From an optimization exercise on the open Yosys and OpenROAD flow, aimed at small area; shortcuts taken in it are not production practice. Only simulation tests tie the RTL to the original design; equivalence was not proved. No activity file was given, so power comes from the tool's default toggle rates.

[flow/design.v]
module gea_engine (
    input  wire        clk,
    input  wire        rst,           
    input  wire        cmd_valid,
    output wire        cmd_ready,
    input  wire [7:0]  cmd_op,
    input  wire [63:0] cmd_key,
    input  wire [31:0] cmd_iv,
    input  wire [31:0] cmd_arg,
    output wire        out_valid,
    input  wire        out_ready,
    output wire [31:0] out_data,
    output wire [1:0]  out_status,
    output wire        out_last
);
    localparam [7:0] OP_NEW1   = 8'h01;
    localparam [7:0] OP_NEW2   = 8'h02;
    localparam [7:0] OP_GEN    = 8'h03;
    localparam [7:0] OP_COMB   = 8'h04;
    localparam [7:0] OP_RDSEED = 8'h05;
    localparam [127:0] F_TABLE = 128'hfc1d2b0681aca94809e2de35f5b4dd9c;
    localparam [30:0] TM_A = 31'h1dd89b8d;
    localparam [31:0] TM_B = 32'h71c0f045;
    localparam [32:0] TM_C = 33'h50e6fa24;
    localparam [28:0] TM_D = 29'h0a59abf9;
    localparam [3:0] S_IDLE = 4'd0;
    localparam [3:0] S_CLR  = 4'd1;
    localparam [3:0] S_INIT = 4'd2;
    localparam [3:0] S_SEED = 4'd3;
    localparam [3:0] S_FIX  = 4'd4;
    localparam [3:0] S_FILL = 4'd5;
    localparam [3:0] S_GEN  = 4'd6;
    localparam [3:0] S_RDS  = 4'd7;
    localparam [3:0] S_LOAD = 4'd8;
    localparam [3:0] S_LCLR = 4'd9;
    localparam [3:0] S_INB1 = 4'd10;    
    localparam [3:0] S_INB2 = 4'd11;    
    reg [3:0]  state;
    reg        phase;        
    reg        var2;         
    reg [96:0] ir;
    reg [31:0] ra, rb, rc, rd;
    reg        c32;
    reg [6:0]  ioff;
    reg [4:0]  lb;
    reg [6:0]  cnt;
    reg [31:0] rr;           
    reg        bor, rz, dreq, dact;
    reg        zacc, zv;
    reg [3:0]  nz;
    reg        ov;
    reg [31:0] od;
    reg [1:0]  os;
    reg        ol;
    assign out_valid  = ov;
    assign out_data   = od;
    assign out_status = os;
    assign out_last   = ol;
    wire st_idle = (state == S_IDLE);
    wire st_clr  = (state == S_CLR);
    wire st_inita = (state == S_INIT);
    wire st_inb1 = (state == S_INB1);
    wire st_inb2 = (state == S_INB2);
    wire st_init = st_inita || st_inb1 || st_inb2;
    wire st_seed = (state == S_SEED);
    wire st_fix  = (state == S_FIX);
    wire st_fill = (state == S_FILL);
    wire st_gen  = (state == S_GEN);
    wire st_rds  = (state == S_RDS);
    wire st_load = (state == S_LOAD);
    wire st_lclr = (state == S_LCLR);
    wire op_new  = (cmd_op == OP_NEW1) || (cmd_op == OP_NEW2);
    wire op_gen  = (cmd_op == OP_GEN);
    wire op_comb = (cmd_op == OP_COMB);
    wire op_rds  = (cmd_op == OP_RDSEED);
    wire new_ok  = op_new && (cmd_arg[7:1] == 7'd0);
    wire gen_ok  = op_gen && phase;      
    wire rds_ok  = op_rds && phase;
    reg [1:0] fill_st;
    always @(*) begin
        if (op_new)
            fill_st = new_ok ? 2'd0 : 2'd1;
        else if (op_gen || op_rds)
            fill_st = phase ? 2'd0 : 2'd2;
        else if (op_comb)
            fill_st = cmd_arg[7] ? 2'd1 : 2'd0;
        else
            fill_st = 2'd3;
    end
    wire lb0 = (lb == 5'd0);
    reg [6:0] fx;
    always @(*) begin
        if (st_init)
            fx = var2 ? {ir[96], ir[83], ir[63], ir[57], ir[33], ir[18], ir[4]}
                      : {ir[63], ir[55], ir[42], ir[38], ir[22], ir[12], ir[3]};
        else if (st_fill)
            fx = cmd_arg[6:0];
        else if (lb == 5'd31)      
            fx = {rb[6], rb[22], rb[30], rb[2], rb[1], rb[28], rb[13]};
        else if (lb == 5'd30)      
            fx = {rc[6], rc[2], rc[21], rc[5], c32, rc[0], rc[12]};
        else if (lb == 5'd29)      
            fx = {rd[20], rd[30], rd[13], rd[3], rd[6], rd[26], rd[15]};
        else                       
            fx = {ra[7], ra[2], ra[25], ra[21], ra[13], ra[0], ra[22]};
    end
    wire fv = F_TABLE[fx];
    wire z      = zacc ^ fv;
    wire rfree  = st_gen && !ov && !cnt[5] && !dreq && !dact;
    wire gen_step = rfree && !rz && lb0 && zv;
    wire gen_zero = rfree && rz;
    wire gen_put  = st_gen && !ov && cnt[5] && !dreq && !dact;
    wire rds_zero = var2 && (cnt[6:0] > 7'd96);
    wire rds_sh   = st_rds && !ov && (rds_zero || (ioff == cnt[6:0]));
    wire fill_sh  = st_fill && !ov;
    wire lclr_sh  = st_lclr && !ov;
    wire inject   = cnt[5] && (lb == 5'd31);
    wire sh       = gen_step || gen_zero || rds_sh || fill_sh || lclr_sh || st_load;
    wire first    = (cnt[4:0] == 5'd0);
    wire din      = st_gen ? (gen_step & z)
                  : st_rds ? (ir[0] & !rds_zero)
                  : st_fill ? (first & op_comb & !cmd_arg[7] & fv)
                  : (st_lclr & inject);
    wire wend     = sh && (cnt[4:0] == 5'd31);
    wire rds_last = (cnt[5:0] == 6'd63) && (cnt[6] || !var2);
    assign cmd_ready = (st_idle && rds_ok) || (st_load && (rp == 5'd31)) || (st_fill && wend);
    wire fire = cmd_valid && cmd_ready;
    wire [96:0] mat = {cmd_key, cmd_arg[0], cmd_iv};
    wire [96:0] tok;
    genvar gi;
    generate
        for (gi = 0; gi < 97; gi = gi + 1) begin : g_tok
            if (gi == 0)      assign tok[gi] = c32;
            else if (gi < 33) assign tok[gi] = rc[32 - gi];
            else if (gi < 65) assign tok[gi] = rb[64 - gi];
            else              assign tok[gi] = ra[96 - gi];
        end
    endgenerate
    wire e_init = |(tok & mat);
    wire c96  = (cnt == 7'd96);
    wire clm1 = (cnt == (var2 ? 7'd96 : 7'd63));
    wire init_end = st_inb2 && clm1;
    wire stp = st_seed || gen_step;
    wire ch  = st_clr || st_init;      
    wire inj = st_clr && c96;
    wire fixt = st_fix && cnt[5];
    wire ea = st_seed & (var2 ? ir[16] : ir[0]);
    wire eb = st_seed & (var2 ? ir[33] : ir[16]);
    wire ec = st_seed & (var2 ? ir[51] : ir[32]);
    wire ed = st_seed & ir[0];
    wire r0a = ra[0] ^ ea;
    wire r0b = rb[0] ^ eb;
    wire r0c = rc[0] ^ ec;
    wire r0d = rd[0] ^ ed;
    wire ga = stp & r0a;
    wire gb = stp & r0b;
    wire gc = stp & r0c;
    wire gd = stp & r0d;
    wire [31:0] ra_n = {ch ? rb[0] : ((ra[0] & !stp) | (fixt & !nz[0])),
                        stp ? r0a : ra[31], ra[30:1] ^ ({30{ga}} & TM_A[29:0])};
    wire [31:0] rb_n = {ch ? rc[0] : stp ? r0b : ((rb[0] | (fixt & !nz[1]))),
                        rb[31:1] ^ ({31{gb}} & TM_B[30:0])};
    wire [31:0] rc_n = {ch ? c32 : stp ? c32 : (rc[0] | (fixt & !nz[2])),
                        rc[31:1] ^ ({31{gc}} & TM_C[30:0])};
    wire        c32_n = ch ? inj : stp ? r0c : c32;
    wire [31:0] rd_n = {(rd[0] & !(ch | stp)) | (fixt & !nz[3]), rd[31:30],
                        stp ? r0d : rd[29], rd[28:1] ^ ({28{gd}} & TM_D[27:0])};
    wire [4:0] rp = lb + cnt[4:0];
    wire bcur = (rp == 5'd0) ? (dreq || st_load) : bor;
    wire [31:0] arg_rev;
    genvar ai;
    generate
        for (ai = 0; ai < 32; ai = ai + 1) begin : g_rev
            assign arg_rev[ai] = cmd_arg[31 - ai];
        end
    endgenerate
    wire rx   = st_load ? |(od & arg_rev) : rr[0];
    wire rin  = rx ^ bcur;
    wire din_i = st_init ? (ir[0] ^ fv ^ e_init) : (st_clr ? 1'b0 : ir[0]);
    wire [6:0] ilast = var2 ? 7'd96 : 7'd63;
    wire iwrap = (ioff == 7'd0);
    always @(posedge clk) begin
        ir <= {din_i, ir[96:65], var2 ? ir[64] : din_i, ir[63:1]};
        ra <= ra_n;
        rb <= rb_n;
        rc <= rc_n;
        c32 <= c32_n;
        rd <= rd_n;
        ioff <= (init_end || iwrap) ? ilast : ioff - 7'd1;
        lb <= init_end ? 5'd0 : stp ? lb : lb + 5'd1;
        zacc <= (lb == 5'd29) ? (fv & var2) : (zacc ^ fv);
        zv <= st_gen && ((lb == 5'd29) || (zv && !gen_step));
        nz <= (lb0 ? 4'd0 : nz) | {rd[0], rc[0] | c32, rb[0], ra[0]};
        if (sh)
            od <= {din, od[31:1]};
        rr <= {rin, rr[31:1]};
        bor <= bcur & !rx;
        if ((rp == 5'd31) && (st_load || dact))
            rz <= bcur & !rx;
        dreq <= gen_step || (dreq && (rp != 5'd0));
        dact <= (rp == 5'd0) ? dreq : (dact && (rp != 5'd31));
        if (rst) begin
            state <= S_IDLE;
            phase <= 1'b0;
            ov    <= 1'b0;
        end else begin
            if (ov && out_ready)
                ov <= 1'b0;
            case (state)
            S_IDLE: begin
                cnt <= 7'd0;
                if (cmd_valid) begin
                    if (new_ok) begin
                        var2  <= cmd_op[1];
                        state <= S_CLR;
                    end else if (gen_ok) begin
                        state <= S_LCLR;
                    end else if (rds_ok) begin
                        state <= S_RDS;
                    end else begin
                        state <= S_FILL;
                    end
                end
            end
            S_CLR: begin
                cnt <= cnt + 7'd1;
                if (c96) begin
                    cnt   <= 7'd0;
                    state <= S_INIT;
                end
            end
            S_INIT: begin
                cnt <= cnt + 7'd1;
                if (c96) begin
                    cnt   <= 7'd0;
                    state <= S_INB1;
                end
            end
            S_INB1: begin
                cnt <= cnt + 7'd1;
                if (clm1) begin
                    cnt   <= 7'd0;
                    state <= S_INB2;
                end
            end
            S_INB2: begin
                cnt <= cnt + 7'd1;
                if (clm1) begin
                    cnt   <= 7'd0;
                    state <= S_SEED;
                end
            end
            S_SEED: begin
                cnt <= cnt + 7'd1;
                if (clm1) begin
                    cnt   <= 7'd0;
                    state <= S_FIX;
                end
            end
            S_FIX: begin
                cnt <= cnt + 7'd1;
                if (fixt) begin
                    cnt   <= 7'd0;
                    state <= S_FILL;
                end
            end
            S_FILL: begin
                if (sh)
                    cnt <= cnt + 7'd1;
                if (wend) begin
                    ov <= 1'b1;
                    os <= fill_st;
                    ol <= 1'b1;
                    if (new_ok)
                        phase <= 1'b1;
                    state <= S_IDLE;
                end
            end
            S_LCLR: begin
                if (lclr_sh) begin
                    cnt <= cnt + 7'd1;
                    if (inject) begin
                        cnt   <= 7'd0;
                        state <= S_LOAD;
                    end
                end
            end
            S_LOAD: begin
                if (rp == 5'd31)
                    state <= S_GEN;
            end
            S_GEN: begin
                if (sh)
                    cnt <= cnt + 7'd1;
                if (gen_put) begin
                    cnt <= 7'd0;
                    ov <= 1'b1;
                    os <= 2'd0;
                    ol <= rz;
                    if (rz)
                        state <= S_IDLE;
                end
            end
            S_RDS: begin
                if (sh)
                    cnt <= cnt + 7'd1;
                if (wend) begin
                    ov <= 1'b1;
                    os <= 2'd0;
                    ol <= rds_last;
                    if (rds_last)
                        state <= S_IDLE;
                end
            end
            default: state <= S_IDLE;
            endcase
        end
    end
endmodule
[flow/flow/run.sh]
#!/bin/bash
# The standard ORFS layout (standard.sh) with three changes:
#  * synthesis maps the logic with an area-oriented ABC script (abc_area.script
#    here, used in place of ORFS's abc_speed.script); everything else in
#    synthesis, including register mapping and naming, is ORFS's own;
#  * port buffers are buf_1 instead of the default choice;
#  * CTS uses clkbuf_4 clusters of up to 10 sinks and no dummy loads.
set -uo pipefail
HERE=$(pwd)
rm -rf "$HERE/scripts_area"
cp -r "$FLOW_HOME/scripts" "$HERE/scripts_area"
cp "$HERE/flow/abc_area.script" "$HERE/scripts_area/abc_speed.script"
export SCRIPTS_DIR="$HERE/scripts_area"
export BUFFER_PORTS_ARGS="-buffer_cell sky130_fd_sc_hd__buf_1"
export CTS_ARGS="-sink_clustering_enable -repair_clock_nets -buf_list sky130_fd_sc_hd__clkbuf_4 -sink_clustering_size 10 -sink_clustering_max_diameter 40 -dont_use_dummy_load"
bash standard.sh > standard.log 2>&1
[flow/flow/abc_area.script]
&get -n
&st
&dch
&nf -R 1000 -p -F 8 -A 4
&st
&dch
&nf -R 1000 -p -F 8 -A 4
&st
&dch
&nf -R 1000 -p -F 8 -A 4
&st
&dch
&nf -R 1000 -p -F 8 -A 4
&st
&dch
&nf -R 1000 -p -F 8 -A 4
&st
&dch
&nf -R 1000 -p -F 8 -A 4
&st
&dch
&nf -R 1000 -p -F 8 -A 4
&st
&dch
&nf -R 1000 -p -F 8 -A 4
&st
&dch
&nf -R 1000 -p -F 8 -A 4
&put
[flow/standard.sh]
#!/bin/bash
# synth_recipe.tcl (not shown) runs the flow's synth.tcl, then flattens the netlist and writes it again
# the make line also repeats each setting of config.mk as NAME=value (left out here)
make -C /OpenROAD-flow-scripts/flow DESIGN_CONFIG=/design/flow/config.mk WORK_HOME=/design/flow/orfs CLKGATE_MAP_FILE= SYNTH_SCRIPT=/design/flow/synth_recipe.tcl "${@:-finish}"
[flow/config.mk]
export PLATFORM = sky130hd
export DESIGN_NAME = gea_engine
export DESIGN_NICKNAME = gea_engine
export VERILOG_FILES = /design/flow/design.v
export SDC_FILE = /design/flow/constraint.sdc
export NUM_CORES = 4
export LEC_CHECK = 0
export CAP_MARGIN = 20
export CORE_MARGIN = 2
export CORE_UTILIZATION = 60
export PLACE_DENSITY = 0.75
export SLEW_MARGIN = 20
[flow/constraint.sdc]
create_clock -name core_clock -period 5.0 [get_ports {clk}]
set_input_delay 1.0000 -clock core_clock [delete_from_list [all_inputs] [get_ports {clk}]]
set_output_delay 1.0000 -clock core_clock [all_outputs]
set_load 0.01 [all_outputs]
==> impl_metrics.csv, run 1 <==
group,metric,value,unit
status,outcome,"complete, no violations",
pwr,design_power_total,0.007625,W
sta,slew_headroom,0.4569,
clocking,cts-htree-levels,2,
pwr,irDropWorstVdd,0.0003434,V
worst_setup_path,crit_slowest_cell,"dfxtp_1",
synthesis,synth_xor_area_frac,0.07373,
worst_setup_path,critical_path.top_delay_family,"compound AO/OA/AOI/OAI gates",
detailed_routing,vias,7466,
sta,tightestPinTransition,0.8146,ns
synthesis,seq_area_frac_synth,0.6656,
die,die_h,136.7,um
worst_setup_path,startpoint_type,"flip-flop",
synthesis,synth_compound_area_frac,0.1312,
layout,drive_above_1_share,0.05138,
clocking,ctsRootBufferMaster,"clkbuf_4",
synthesis,synthAdderAreaFrac,0.02675,
synthesis,ys_async_sr_fraction,0,
sta,finalSetupViolations,0,
pwr,p_sw_frac,0.3475,
synthesis,synthMuxAreaShare,0.008639,
sta,hold_violations,0,
worst_setup_path,worstPathRequired,5.37,ns
detailed_routing,drc,0,
worst_setup_path,crit_buf_inv,1,
place,place_ws,0.5936,ns
die,fp.coreArea,17240,um^2
place,portBuffers,176,
hold_path,worstHoldPathType,"reg -> reg",
detailed_routing,wire_per_inst,18.85,um
pwr,p_comb_frac,0.275,
die,dieArea,18700,um^2
pwr,power_leakage,4.837,nW
sta,rsz0062_at_grt,"no",
flow_run,maxCapViolations,0,
worst_setup_path,slowest_delay,0.49,ns
die,ios,177,
worst_setup_path,path_cells,"ha_1 -> and3_1 -> ha_1 -> a21oi_1 -> o21ai_0 -> o211ai_1 -> o21ai_0 -> clkinv_1 -> ha_1 -> nor2b_1 -> a221oi_1 -> a31o_1 -> a221oi_1 -> a31oi_1 -> o21ai_0 -> a31oi_1 -> o22ai_1",
grt,grt.overflow.total,0,
sta,fmax,223.3,MHz
clocking,postCtsSetupRepairBufs,0,
grt,grt_max_degree,36,
layout,area_growth,12.83,%
sta,holdWs,0.2951,ns
sta,post-route-min-period,4.479,ns
sta,min_period_over_period,0.8957,
clocking,numCtsBuffers,41,
pwr,switching_power,0.002650,W
synthesis,ys.flop_type,"dfxtp_1",
clocking,holdBufCountCts,0,
synthesis,synth_edf_count,45,
place,place.gp.congestion,0.9190,
sta,clock_skew,0.05060,ns
detailed_routing,drt-pass1-iter-count,5,
synthesis,synth-simple-area-share,0.08627,
die,rows,48,
grt,antenna_found_initial,1,
pwr,seqPwrFrac,0.577,
clocking,cts_tree,"built",
die,fp.dieW,136.7,um
synthesis,yosys_warnings,1,
synthesis,postSynthCellCount,861,
clocking,clk_latency,0.63,ns
synthesis,synth_cell_type_count,52,
sta,worst_slack,0.5214,ns
pwr,p_per_area,639.2,nW/um^2
synthesis,syn_nets,1023,
clocking,clk_path_buf_depth,3,
grt,grt_pass1_wl,37960,um
detailed_routing,ant_nets,0,
worst_setup_path,arrival,4.84,ns
die,floorplan.initialDensity,0.6134,
place,hpwl,18430,um
worst_setup_path,path_class,"reg -> reg",
grt,grt_pass1_vias,7070,
clocking,cts_resized,0,
pwr,internal_power,0.004975,W
clocking,clkSinkCount,329,
synthesis,ys_ff_latch,329,
detailed_routing,drtIter0Drc,566,
grt,track_usage,0.2680,
worst_setup_path,worstSetupEndpointType,"flip-flop",
detailed_routing,routed_wl,24830,um
layout,stdcell_count,1317,
sta,maxSlewViolCount,0,
synthesis,synth_top_family_by_area,"compound AO/OA/AOI/OAI gates",
detailed_routing,viasPerCell,5.669,
synthesis,syn_area,10570,um^2
place,dp.cells,1274,
synthesis,avgSynthCellArea,12.28,um^2
pwr,pwr-share-clk,0.148,
layout,layout.nets,1254,
worst_setup_path,cp_max_fo,16,
clocking,clk_pin_slew,0.11,ns
sta,fin_setup_tns,0,ns
==> cells in the mapped netlist (all sizes together) (7+ instances only) <==
library cell | count | area share
a211oi | 14 | 0.0099
nand2 | 46 | 0.016
nor3 | 15 | 0.0071
a222oi | 9 | 0.0085
a21o | 10 | 0.0071
nor4 | 7 | 0.0041
dfxtp | 284 | 0.54
a22o | 9 | 0.0075
clkinv | 22 | 0.0078
xnor2 | 15 | 0.012
a31oi | 8 | 0.0047
nand4 | 19 | 0.011
mux2i | 8 | 0.0076
xor2 | 74 | 0.061
ha | 21 | 0.025
edfxtp | 45 | 0.13
nor2 | 55 | 0.020
nand3 | 10 | 0.0047
a21oi | 39 | 0.018
o21ai | 38 | 0.018
nor2b | 10 | 0.0059
a22oi | 35 | 0.025
a221oi | 11 | 0.0091
==> sequential cells by signal (all words and copies together) (netlist names), 2 cells and up <==
name   flops
ra        32
rb        32
rr        32
rd        32
state      4
lb         5
ir        97
rc        32
od        32
ioff       7
nz         4
os         2
cnt        7
==> power by group through the flow <==
stage / logic (W) / clock network (W) / registers [W]
floorplan: 0.00149 / 0 / 0.00419
global placement: 0.00200 / 0 / 0.00443
detailed placement: 0.00206 / 0 / 0.00444
CTS: 0.00207 / 0.00117 / 0.00439
global route: 0.00235 / 0.00127 / 0.00449
finish: 0.00210 / 0.00113 / 0.00440
==> cells by family (layout without fill, tap and decap cells) <==
group	Yosys count	in the layout
fa+ha+maj	22	22
mux	9	9
buf+inv	22	251
simple gates	188	188
other cells	0	2
flops	329	329
compound gates	202	202
xor+xnor	89	89
==> per-stage QoR <==
step | instance area [um^2] | util
4_1_cts | 11920 | 0.6915
3_3_place_gp | 11610 | 0.6736
2_1_floorplan | 10570 | -
5_1_grt | 11930 | 0.6919
3_5_place_dp | 11610 | 0.6736
6_report | 11930 | 0.6921
==> layer usage <==
layer	wire, um	part of all wire	global-route usage	up-vias
met5	0	0	0	-
met4	542	0.022	0.1007	0
met3	1674	0.067	0.05185	48
met2	11390	0.46	0.4222	305
met1	11220	0.45	0.3687	3513
li1	-	-	-	3600
==> placed cells by master (no fill, tap or decap), drive strengths merged, types with 3 or more instances in the layout <==
cell type,count
nor2b,10
or3,6
dfxtp,284
xor2,74
a21oi,39
a22o,9
o21ai,38
nor3b,3
nand2b,3
edfxtp,45
a22oi,35
nand3,10
nor3,15
and3,6
xnor2,15
mux2i,8
o22ai,5
nand2,46
nor4,7
a221o,3
clkbuf,41
nand4,19
a21o,10
a31o,3
clkinv,22
a221oi,11
ha,21
buf,188
a222oi,9
nor2,55
a211oi,14
a31oi,8
==> worst paths after layout <==
check / from / end / cells past startpoint / slack (ns)
min reg2reg: ir[15] / ir[14] / 0 / 0.30
max: lb[1] / od[31] / 17 / 0.52
max reg2reg: lb[1] / od[31] / 17 / 0.52
min: ir[15] / ir[14] / 0 / 0.30
==> final cells by class <==
class                   instances  area (um^2)
flip-flops and latches        329         7037
fillers                      1300         5308
multi-input cells             510         3465
repair buffers                188        750.7
clock buffers                  41        307.8
well taps                     225        281.5
inverters                      22        82.58
diodes                          2        5.005
==> inputs of run 2 (changes only) <==
--- a/flow/flow/run.sh
+++ b/flow/flow/run.sh
@@ -14,3 +14,3 @@
 export BUFFER_PORTS_ARGS="-buffer_cell sky130_fd_sc_hd__buf_1"
-export CTS_ARGS="-sink_clustering_enable -repair_clock_nets -buf_list sky130_fd_sc_hd__clkbuf_4 -sink_clustering_size 10 -sink_clustering_max_diameter 40 -dont_use_dummy_load"
+export CTS_ARGS="-sink_clustering_enable -repair_clock_nets -buf_list sky130_fd_sc_hd__clkbuf_4 -sink_clustering_size 12 -sink_clustering_max_diameter 30 -dont_use_dummy_load"
 bash standard.sh > standard.log 2>&1
==> impl_metrics.csv, run 2 <==
group,metric,value,unit
status,outcome,"complete, no violations",
clocking,ctsRootBufferMaster,"clkbuf_4",
layout,drive_above_1_share,0.05571,
synthesis,syn_area,10570,um^2
synthesis,avgSynthCellArea,12.28,um^2
worst_setup_path,arrival,4.85,ns
detailed_routing,drt-pass1-iter-count,5,
worst_setup_path,critical_path.top_delay_family,"compound AO/OA/AOI/OAI gates",
sta,min_period_over_period,0.8926,
synthesis,synthMuxAreaShare,0.008639,
layout,fillerInstances,1304,
synthesis,ys_ff_latch,329,
clocking,cts_resized,0,
worst_setup_path,startpoint_type,"flip-flop",
die,fp.coreArea,17240,um^2
place,placed_area,11610,um^2
clocking,clk_path_buf_depth,3,
detailed_routing,drtIter0Drc,561,
clocking,numCtsBuffers,46,
synthesis,synth_compound_area_frac,0.1312,
worst_setup_path,reg2reg_slack,0.54,ns
place,place.gp.congestion,0.9190,
worst_setup_path,crit_buf_inv,1,
layout,area_growth,13.18,%
flow_run,maxCapViolations,0,
synthesis,synthAdderAreaFrac,0.02675,
layout,final_cell_mix,"dfxtp_1 (284), buf_1 (176), xor2_1 (74)",
layout,regMostFlops,"ir",
worst_setup_path,crit_slowest_cell,"dfxtp_1",
layout,layout.nets,1259,
die,die_h,136.7,um
place,portBuffers,176,
synthesis,seq_area_frac_synth,0.6656,
pwr,p_per_area,641.8,nW/um^2
sta,fmax,224.1,MHz
clocking,clkSinkCount,329,
synthesis,synth-simple-area-share,0.08627,
worst_setup_path,worstPathRequired,5.39,ns
synthesis,synth_xor_area_frac,0.07373,
worst_setup_path,path_class,"reg -> reg",
worst_setup_path,cp_max_fo,16,
detailed_routing,routed_wl,24860,um
grt,grt.overflow.total,0,
worst_setup_path,worstSetupEndpointType,"flip-flop",
worst_setup_path,slowest_delay,0.48,ns
clocking,clk_latency,0.67,ns
clocking,cts-htree-levels,2,
synthesis,synth_area_leaders,"dfxtp_1 (54%), edfxtp_1 (13%), xor2_1 (6.1%), a22oi_1 (2.5%), ha_1 (2.5%)",
synthesis,synth_cell_type_count,52,
pwr,irDropWorstVdd,0.0003418,V
layout,multi_input_area,3465,um^2
grt,grt_max_degree,36,
sta,finalSetupViolations,0,
sta,clock_skew,0.07910,ns
pwr,design_power_total,0.007680,W
sta,slew_headroom,0.4609,
grt,grt_pass1_wl,37870,um
clocking,cts_tree,"built",
synthesis,syn_nets,1023,
synthesis,yosys.cell_count.top_type,"dfxtp_1",
worst_setup_path,path_cells,"ha_1 -> and3_1 -> ha_1 -> a21oi_1 -> o21ai_0 -> o211ai_1 -> o21ai_0 -> clkinv_1 -> ha_1 -> nor2b_1 -> a221oi_1 -> a31o_1 -> a221oi_1 -> a31oi_1 -> o21ai_0 -> a31oi_1 -> o22ai_1",
sta,hold_violations,0,
synthesis,synth_top_area_cell,"dfxtp_1",
sta,fin_setup_tns,0,ns
die,rows,48,
synthesis,synth_edf_count,45,
detailed_routing,wire_per_inst,18.80,um
detailed_routing,ant_nets,0,
layout,final_area,11970,um^2
die,fp.dieW,136.7,um
layout,area.sequential,7037,um^2
synthesis,postSynthCellCount,861,
detailed_routing,drc,0,
detailed_routing,vias,7550,
sta,tightestPinTransition,0.8086,ns
synthesis,ys.flop_type,"dfxtp_1",
place,hpwl,18430,um
sta,maxSlewViolCount,0,
synthesis,yosys-top-cells-count,"dfxtp_1 (284), xor2_1 (74), nor2_1 (55), nand2_1 (46), edfxtp_1 (45)",
layout,layout_commonest_cell,"dfxtp_1",
layout,largest_reg_flops,97,
sta,rsz0062_at_grt,"no",
clocking,postCtsSetupRepairBufs,0,
die,floorplan.initialDensity,0.6134,
synthesis,synth_top_family_by_area,"compound AO/OA/AOI/OAI gates",
synthesis,ys_async_sr_fraction,0,
sta,post-route-min-period,4.463,ns
die,dieArea,18700,um^2
clocking,holdBufCountCts,0,
grt,antenna_found_initial,1,
synthesis,yosys_warnings,1,
detailed_routing,viasPerCell,5.711,
grt,track_usage,0.2675,
grt,grt_pass1_vias,7070,
pwr,power_leakage,4.860,nW
synthesis,synth_top_area_share,0.5378,
die,ios,177,
clocking,clk_pin_slew,0.10,ns
hold_path,worstHoldPathType,"reg -> reg",
## run 2: power breakdown
group	total, W	switching (W)	internal, W
logic	0.00210	0.00119	0.000909
clock network	0.00118	0.000754	0.000423
registers	0.00440	0.000714	0.00369
## run 2: per-stage QoR
stage	cells	utilization	hold slack [ns]	setup slack [ns]
global route	1321	0.6941	0.2921	0.2272
floorplan	861	-	0.3096	0.1506
detailed placement	1274	0.6736	0.3121	0.5936
CTS	1320	0.6937	0.2908	0.6072
finish	1322	0.6943	0.2913	0.5370
global placement	1274	0.6736	0.3100	0.7718
## run 2: cell families after synthesis
family | Yosys count
DFF | 329
AOI/OAI and AO/OA | 202
and+or+nand+nor | 188
xor gates and xnor gates | 89
buffers and inverters | 22
adders and majority gates | 22
muxes | 9
## run 2: metal layers
metal	track usage	part of all wire	up-vias
met3	0.05259	0.074	49
met1	0.3678	0.44	3548
li1	-	-	3606
met4	0.09780	0.023	0
met5	0	0	-
met2	0.4225	0.46	347
## run 2: worst paths after layout
path	end	startpoint	cells past startpoint
min reg2reg	rr[25]	rr[26]	0
max reg2reg	od[31]	lb[1]	17
min	rr[25]	rr[26]	0
max	od[31]	lb[1]	17
## run 2: final cells by class
cell class / instances / share of cell area
antenna: 2 / 0.0004182
clock buffer: 46 / 0.02886
inverter: 22 / 0.006901
sequential: 329 / 0.5880
tap: 225 / 0.02353
multi-input combinational: 510 / 0.2895
timing repair buffer: 188 / 0.06274
==> inputs of run 3 (changes only) <==
--- a/flow/design.v
+++ b/flow/design.v
@@ -107,2 +107,3 @@
     wire fv = F_TABLE[fx];
+    wire iwrap = (ioff == (var2 ? 7'h4b : 7'h09));
     wire z      = zacc ^ fv;
@@ -113,3 +114,4 @@
     wire rds_zero = var2 && (cnt[6:0] > 7'd96);
-    wire rds_sh   = st_rds && !ov && (rds_zero || (ioff == cnt[6:0]));
+    wire rds_sh   = st_rds && !ov && (rds_zero || iwrap);
+    wire rds_m    = st_rds && !ov && !rds_zero && iwrap;
     wire fill_sh  = st_fill && !ov;
@@ -179,4 +181,2 @@
     wire din_i = st_init ? (ir[0] ^ fv ^ e_init) : (st_clr ? 1'b0 : ir[0]);
-    wire [6:0] ilast = var2 ? 7'd96 : 7'd63;
-    wire iwrap = (ioff == 7'd0);
     always @(posedge clk) begin
@@ -188,3 +188,4 @@
         rd <= rd_n;
-        ioff <= (init_end || iwrap) ? ilast : ioff - 7'd1;
+        ioff <= (init_end || (iwrap && !rds_m)) ? 7'h01
+              : iwrap ? 7'h02 : {ioff[5:0], ioff[6] ^ ioff[5]};
         lb <= init_end ? 5'd0 : stp ? lb : lb + 5'd1;
--- a/flow/flow/run.sh
+++ b/flow/flow/run.sh
@@ -14,3 +14,3 @@
 export BUFFER_PORTS_ARGS="-buffer_cell sky130_fd_sc_hd__buf_1"
-export CTS_ARGS="-sink_clustering_enable -repair_clock_nets -buf_list sky130_fd_sc_hd__clkbuf_4 -sink_clustering_size 12 -sink_clustering_max_diameter 30 -dont_use_dummy_load"
+export CTS_ARGS="-sink_clustering_enable -repair_clock_nets -buf_list sky130_fd_sc_hd__clkbuf_4 -sink_clustering_size 10 -sink_clustering_max_diameter 40 -dont_use_dummy_load"
 bash standard.sh > standard.log 2>&1
==> impl_metrics.csv, run 3 <==
group,metric,value,unit
sta,tightestPinTransition,0.9102,ns
sta,clock_skew,0.1008,ns
detailed_routing,routed_wl,24770,um
place,dp.cells,1251,
clocking,clkSinkCount,329,
place,place_ws,0.6215,ns
synthesis,synth_area_leaders,"dfxtp_1 (54%), edfxtp_1 (13%), xor2_1 (5.5%), ha_1 (2.3%), a21oi_1 (1.9%)",
layout,stdcell_count,1294,
clocking,clk_pin_slew,0.11,ns
worst_setup_path,arrival,4.76,ns
worst_setup_path,crit_slowest_cell,"ha_1",
clocking,holdBufCountCts,0,
sta,fin_setup_tns,0,ns
layout,final_core_util,0.6865,
detailed_routing,vias,7480,
clocking,numCtsBuffers,42,
synthesis,synth_top_area_cell,"dfxtp_1",
sta,min_period_over_period,0.8885,
grt,antenna_found_initial,1,
status,outcome,"complete, no violations",
synthesis,ys_async_sr_fraction,0,
synthesis,seq_area_frac_synth,0.6734,
detailed_routing,viasPerCell,5.781,
clocking,clk_path_buf_depth,3,
synthesis,syn_area,10450,um^2
pwr,p_sw_frac,0.3435,
detailed_routing,wire_per_inst,19.14,um
grt,grt.overflow.total,0,
sta,fmax,225.1,MHz
synthesis,avgSynthCellArea,12.44,um^2
layout,largest_reg_flops,97,
detailed_routing,ant_nets,0,
detailed_routing,drc,0,
synthesis,synth_cell_type_count,55,
pwr,switching_power,0.002592,W
layout,regMostFlops,"ir",
grt,met2_usage,0.4425,
die,die_h,136.0,um
grt,met1_usage,0.3591,
clocking,ctsRootBufferMaster,"clkbuf_4",
worst_setup_path,slowest_delay,0.49,ns
grt,track_usage,0.2701,
place,hpwl,18380,um
pwr,pwr-share-clk,0.153,
grt,grt_max_degree,32,
synthesis,ys_ff_latch,329,
worst_setup_path,path_class,"reg -> reg",
worst_setup_path,worstPathRequired,5.32,ns
layout,layout_commonest_cell,"dfxtp_1",
sta,hold_violations,0,
sta,worst_slack,0.5575,ns
die,ios,177,
pwr,power_leakage,4.758,nW
worst_setup_path,startpoint_type,"flip-flop",
pwr,p_comb_frac,0.268,
sta,finalSetupViolations,0,
die,fp.dieW,136.0,um
pwr,internal_power,0.004953,W
synthesis,synth_top_area_share,0.5441,
synthesis,yosys_warnings,1,
sta,maxSlewViolCount,0,
worst_setup_path,worstSetupEndpointType,"flip-flop",
layout,final_cell_mix,"dfxtp_1 (284), buf_1 (176), xor2_1 (66)",
grt,grt_pass1_vias,6945,
die,rows,48,
synthesis,yosys.cell_count.top_type,"dfxtp_1",
pwr,irDropWorstVdd,0.0003726,V
synthesis,ys.flop_type,"dfxtp_1",
die,floorplan.initialDensity,0.6084,
grt,grt_pass1_wl,37640,um
die,dieArea,18490,um^2
detailed_routing,drtIter0Drc,619,
layout,layout.nets,1230,
place,portBuffers,176,
sta,slew_headroom,0.3929,
pwr,seqPwrFrac,0.579,
layout,area_growth,12.84,%
clocking,postCtsSetupRepairBufs,0,
worst_setup_path,path_cells,"ha_1 -> and3_1 -> ha_1 -> a21oi_1 -> o21ai_0 -> o211ai_1 -> o21ai_0 -> clkinv_1 -> ha_1 -> nor2b_1 -> a221oi_1 -> a31o_1 -> a221oi_1 -> a31oi_1 -> o21ai_0 -> a31oi_1 -> o22ai_1",
clocking,cts-htree-levels,2,
sta,post-route-min-period,4.443,ns
sta,rsz0062_at_grt,"no",
grt,busiest_layer,"met2",
detailed_routing,drt-pass1-iter-count,6,
clocking,cts_tree,"built",
synthesis,postSynthCellCount,840,
pwr,p_per_area,639.8,nW/um^2
clocking,clk_latency,0.65,ns
worst_setup_path,cp_max_fo,16,
hold_path,worstHoldPathType,"reg -> reg",
clocking,cts_resized,0,
die,fp.coreArea,17180,um^2
synthesis,synth_edf_count,45,
flow_run,maxCapViolations,0,
synthesis,yosys-top-cells-count,"dfxtp_1 (284), xor2_1 (66), nor2_1 (50), edfxtp_1 (45), nand2_1 (44)",
place,place.gp.congestion,0.9898,
synthesis,syn_nets,1000,
layout,drive_above_1_share,0.05056,
grt,grtUsageMet3,0.05444,
## run 3: cell types whose count changed in the layout (fill, tap and decap cells not counted), sizes merged, moves of 6 or more
cell | before | now
xor2 | 74 | 66
nand3 | 10 | 17
a22o | 9 | 15
and2 | 1 | 7
a22oi | 35 | 21
## run 3: cell type report
cell class,instances,area (um^2)
Antenna cell,1,2.502
Clock buffer,42,315.3
Fill cell,1316,5385
Inverter,19,71.32
Multi-Input combinational cell,492,3348
Sequential cell,329,7037
Tap cell,225,281.5
Timing Repair Buffer,186,735.7
## run 3: logic make-up (layout without fill, tap and decap cells)
kind of cell / count (synthesis) / count (layout) / share of synthesized area
AO/OA/AOI/OAI: 197 / 197 / 0.1312
other: 0 / 1 / 0
XOR/XNOR: 76 / 76 / 0.06370
multiplexers: 12 / 12 / 0.01185
buffers and inverters: 19 / 247 / 0.006825
AND/OR/NAND/NOR: 187 / 187 / 0.08836
flip-flops: 329 / 329 / 0.6734
adder cells (fa/ha/maj): 20 / 20 / 0.02467
## run 3: worst max-delay path, delay by kind of cell, from the launching register on
kind                     cells  cell delay [ns]
AND/OR/NAND/NOR              2             0.30
flip-flops                   1             0.48
adder cells (fa/ha/maj)      3             1.11
AO/OA/AOI/OAI               11             1.96
buffers and inverters        1             0.27
## run 3: metrics by stage
step | hold slack, ns | instance area (um^2) | power [W]
finish | 0.2942 | 11790 | 0.007544
global route | 0.2937 | 11790 | 0.008013
CTS | 0.2942 | 11790 | 0.007556
detailed placement | 0.3121 | 11470 | 0.006400
global placement | 0.3104 | 11470 | 0.006344
floorplan | 0.3096 | 10450 | 0.005610
## run 3: final timing paths
check | start | to | slack [ns] | cells past startpoint
setup / recovery | lb[1] | od[31] | 0.56 | 17
hold reg to reg | ir[2] | ir[1] | 0.29 | 0
setup reg to reg | lb[1] | od[31] | 0.56 | 17
hold / removal | ir[2] | ir[1] | 0.29 | 0
## run 3: power groups by stage
stage | clock (W) | combinational [W] | sequential (W)
final | 0.00115 | 0.00202 | 0.00437
after global routing | 0.00130 | 0.00225 | 0.00446
after CTS | 0.00119 | 0.00201 | 0.00436
after detailed placement | 0 | 0.00200 | 0.00440
after global placement | 0 | 0.00196 | 0.00439
after floorplan | 0 | 0.00144 | 0.00417
## run 3: routing by layer
| metal | part of all wire | routed length, um |
|---|---|---|
| met1 | 0.43 | 10670 |
| met4 | 0.027 | 665 |
| met3 | 0.085 | 2101 |
| met5 | 0 | 0 |
| met2 | 0.46 | 11330 |

## what the ideal ports hide
The flow's constraints put no driver on any port. The routed layouts listed below were extracted and timed again, unchanged, in two steps. Step 1 sets driving cells, clkbuf_16 on the clock port and buf_2 on the other inputs (assumed; they add their load-dependent delay and slew). Step 2 moves the port delays by t, midway between the first and last clock arrival at a register: inputs arrive t later, outputs are due t later. That takes back most of the time a late clock gives input paths. a / b / c = no drivers / after step 1 / after step 2; a / b = the first two.
| run | t, ns | slack for setup (ns) | worst setup path at the end |
|---|---|---|---|
| run 1 | 0.643 | 0.521 / 0.521 / 0.521 | register to register |
| run 2 | 0.668 | 0.537 / 0.537 / 0.537 | register to register |
| run 3 | 0.633 | 0.557 / 0.557 / 0.557 | register to register |
After both steps every run listed still meets setup and hold.
